This design comes from an exercise in tuning for small area, a short achievable clock period and few clock cycles per item on the open sky130 flow, not from production work. Function was checked by simulation only, so behaviour that the tests miss may differ from the original.

==> inputs of run P <==
// nxm_mod
module nxm_mod (
    input  wire        clk,
    input  wire        rst,
    input  wire        start,
    input  wire [15:0] cmd,
    input  wire [63:0] opa,
    input  wire [63:0] opb,
    input  wire [63:0] opm,
    output wire        busy,
    output reg         done,
    output wire [63:0] res,
    output reg         err,
    output reg  [15:0] err_code
);
export LEC_CHECK = 0
export CAP_MARGIN = 20
export CORE_MARGIN = 2
export CORE_UTILIZATION = 40
export SETUP_SLACK_MARGIN = 5
export SLEW_MARGIN = 20
export TNS_END_PERCENT = 100
create_clock -name core_clock -period 10.0 [get_ports {clk}]
run.sh (not shown) runs the stock make flow with config.mk's settings and CLKGATE_MAP_FILE= SYNTH_SCRIPT=/design/flow/synth_recipe.tcl, a recipe that flattens the netlist after the stock synthesis.
==> inputs of run G, as changes to run P <==
--- a/flow/design.v
+++ b/flow/design.v
@@ -153,13 +153,13 @@
     reg        big;          
     reg        first_chk;    
     reg        asel;         
     reg [63:0] mreg;         
     reg [65:0] m3;           
     reg [63:0] e;            
-    reg [67:0] bsh;          
+    reg [65:0] bsh;          
     reg [3:0]  q;            
     reg        qpos;
     reg [64:0] acc;
     reg [64:0] base;         
     reg [64:0] s, c;
     reg [4:0]  kh;           
@@ -170,13 +170,13 @@
     assign res  = acc[63:0];
     wire [64:0] mula = asel ? base : acc;
     wire [64:0] s_n, c_n;
     wire [3:0]  q_n;
     wire        qpos_n;
     nxm_mulmod u_step (
-        .s(s), .c(c), .a(mula), .win(bsh[67:65]), .win_n(bsh[65:63]),
+        .s(s), .c(c), .a(mula), .win(bsh[65:63]), .win_n(bsh[63:61]),
         .q(q), .qpos(qpos), .m(mreg), .m3(m3),
         .s_n(s_n), .c_n(c_n), .q_n(q_n), .qpos_n(qpos_n)
     );
     wire [64:0] sum;
     wire        sum_co;
     nxm_add65 u_cpa (.a(s), .b(c), .y(sum), .co(sum_co));
@@ -207,13 +207,13 @@
                 endcase
             end
         end
     endfunction
     wire [7:0]  cur_w     = witness(big, widx);
     wire [3:0]  last_widx = big ? 4'd11 : 4'd2;
-    wire [5:0]  ndom      = 6'd34 - {1'b0, kh};        
+    wire [5:0]  ndom      = 6'd33 - {1'b0, kh};        
     wire [63:0] xa       = bsh[63:0];
     wire        n_le1    = (xa[63:1] == 63'd0);
     wire        n_is2    = (xa == 64'd2);
     wire        n_isw    = (xa == 64'd7) || (xa == 64'd61);
     wire        m_zero   = (mreg == 64'd0);
     wire        m_one    = (mreg == 64'd1);
@@ -238,13 +238,13 @@
                 S_IDLE: begin
                     c_bad <= (cmd[7:0] != OPC_MODMUL) && (cmd[7:0] != OPC_MODEXP) && (cmd[7:0] != OPC_ISPRIME);
                     c_rsv <= (cmd[15:9] != 7'd0);
                     c_pr  <= (cmd[7:0] == OPC_ISPRIME);
                     c_exp <= (cmd[7:0] == OPC_MODEXP);
                     u     <= cmd[8];
-                    bsh   <= {{4{opa[63]}}, opa};
+                    bsh   <= {{2{opa[63]}}, opa};
                     e     <= opb;
                     mreg  <= opm;
                     if (start) begin
                         busy_r <= 1'b1;
                         state  <= S_CHECK;
                     end
@@ -253,14 +253,14 @@
                     kh        <= 5'd0;
                     base      <= 65'd1;
                     j         <= 7'd63;
                     widx      <= 4'd0;
                     first_chk <= 1'b1;
                     big       <= (xa >= T_MR);
-                    if (!u) bsh[67:64] <= {4{xa[63]}};
-                    else    bsh[67:64] <= 4'b0000;
+                    if (!u) bsh[65:64] <= {2{xa[63]}};
+                    else    bsh[65:64] <= 2'b00;
                     if (c_bad) begin
                         done     <= 1'b1;
                         err      <= 1'b1;
                         err_code <= 16'h0103;
                         busy_r   <= 1'b0;
                         state    <= S_IDLE;
@@ -340,99 +340,99 @@
                         state <= S_WSTRT;
                     end else if (c_exp) begin
                         state <= S_ESKIP;
                     end else begin
                         op    <= OP_ENTRY;
                         asel  <= 1'b1;
-                        dcnt  <= 6'd34;
+                        dcnt  <= 6'd33;
                         state <= S_MUL;
                     end
                 end
                 S_ESKIP: begin
                     if (!e[63]) begin
                         e <= {e[62:0], 1'b0};
                         j <= j - 7'd1;
                     end else begin
                         op    <= OP_ENTRY;
                         asel  <= 1'b1;
-                        dcnt  <= 6'd34;
+                        dcnt  <= 6'd33;
                         state <= S_MUL;
                     end
                 end
                 S_WSTRT: begin
                     e         <= mreg ^ base[63:0];
                     j         <= 7'd63;
                     first_chk <= 1'b1;
-                    bsh       <= {2'b00, cur_w, 58'd0};
+                    bsh       <= {cur_w, 58'd0};
                     state     <= S_WSKIP;
                 end
                 S_WSKIP: begin
                     if (!e[63]) begin
                         e <= {e[62:0], 1'b0};
                         j <= j - 7'd1;
                     end else begin
                         op    <= OP_ENTRY;
                         asel  <= 1'b1;
-                        dcnt  <= 6'd5;
+                        dcnt  <= 6'd4;
                         state <= S_MUL;
                     end
                 end
                 S_MUL: begin
                     s    <= s_n;
                     c    <= c_n;
                     q    <= q_n;
                     qpos <= qpos_n;
-                    bsh  <= {bsh[65:0], 2'b00};
+                    bsh  <= {bsh[63:0], 2'b00};
                     dcnt <= dcnt - 6'd1;
                     if (dcnt == 6'd1) state <= S_CPA;
                 end
                 S_CPA: begin
                     acc <= sum;
                     if (op == OP_ENTRY && !c_pr && !c_exp) begin
                         op    <= OP_MM2;
                         asel  <= 1'b0;
-                        bsh   <= {4'b0000, e};
-                        dcnt  <= 6'd34;
+                        bsh   <= {2'b00, e};
+                        dcnt  <= 6'd33;
                         state <= S_MUL;
                     end else if (op == OP_MM2 || op == OP_TSQ) begin
                         state <= S_CAN1;
                     end else if (op == OP_SQ && e[63]) begin
                         op <= OP_MULB;
                         if (c_pr) begin
                             asel <= 1'b0;
-                            bsh  <= {2'b00, cur_w, 58'd0};
-                            dcnt <= 6'd5;
+                            bsh  <= {cur_w, 58'd0};
+                            dcnt <= 6'd4;
                         end else begin
                             asel <= 1'b1;
-                            bsh  <= {{3{sum[64]}}, sum};
+                            bsh  <= {sum[64], sum};
                             dcnt <= ndom;
                         end
                         state <= S_MUL;
                     end else begin
                         if (op == OP_ENTRY && c_exp) base <= sum;
                         e <= {e[62:0], 1'b0};
                         j <= j - 7'd1;
                         if (last_bit) begin
                             state <= S_CAN1;
                         end else begin
                             op    <= OP_SQ;
                             asel  <= 1'b0;
-                            bsh   <= {{3{sum[64]}}, sum};
+                            bsh   <= {sum[64], sum};
                             dcnt  <= ndom;
                             state <= S_MUL;
                         end
                     end
                 end
                 S_CAN1: begin
                     s     <= acc;
                     c     <= acc[64] ? {1'b0, mreg} : 65'd0;
                     state <= S_CAN2;
                 end
                 S_CAN2: begin
                     acc <= sum;
-                    bsh  <= {{3{sum[64]}}, sum};
+                    bsh  <= {sum[64], sum};
                     dcnt <= ndom;
                     asel <= 1'b0;
                     op   <= OP_TSQ;
                     state <= c_pr ? S_CHK : S_SHR;
                 end
                 S_CHK: begin
==> run notes <==
* Fraction of the core area covered by cells at the end of the flow at 0.468
* Total number of vias at 38.7k
* Gpl congestion at 0.969
* Run status: no timing/DRC/antenna violations
* Global-route wire length before repair at 257000 um
* Minimum setup slack in the final design at 4.01 ns
* Core Region at 109000 um2
* Share of the cycle needed by the critical path after routing at 0.599
* Fraction of area in multi-input gates at 0.505
* Final min period at 5.99 ns
# the run above: run P

==> run notes <==
* Fraction of area in multi-input gates at 0.510
* Run status: no timing/DRC/antenna violations
* Fraction of the core area covered by cells at the end of the flow at 0.469
* Total number of vias at 39.6k
* Total Neg Setup Slack at 0 ns
* First DRT Iteration DRCs at 5627
* Minimum setup slack in the final design at 4.14 ns
* Final min period at 5.86 ns
* Core Region at 110000 um2
* Global-route wire length before repair at 266000 um
* Share of the cycle needed by the critical path after routing at 0.586
# the run above: run G

Testbench counts of run P, summed over its fixed seeds: cycles 583,974, items 128.
Testbench counts of run G, summed over its fixed seeds: cycles 561,084, items 128.

re-timing with driven ports:
The results above use ideal ports. As a check the final layouts listed here were re-extracted and re-timed, cells and wires unchanged. Step 1: set_driving_cell puts a clkbuf_16 on clk and a buf_2 on each other input, an assumption about the parent block. Step 2 adds t to the input delays and takes it off the output delays; t is the mean of the earliest and latest rising clock arrival at the registers after step 1. Input paths then give back, and output paths get back, about the clock's delay inside the block. Slacks: ideal ports / drivers / drivers and shift; pairs: ideal ports / drivers.
run | t (ns) | slack for setup (ns) | hold WS [ns] | worst register clock-pin slew, ns | cell pins on the clock port's net
run P | 0.726 | 4.014 / 4.014 / 4.014 | 0.546 / 0.546 / 0.546 | 0.07 / 0.07 | 1
run G | 0.728 | 4.138 / 4.138 / 4.138 | 0.558 / 0.558 / 0.558 | 0.07 / 0.07 | 1
After both steps every run listed still meets setup and hold.
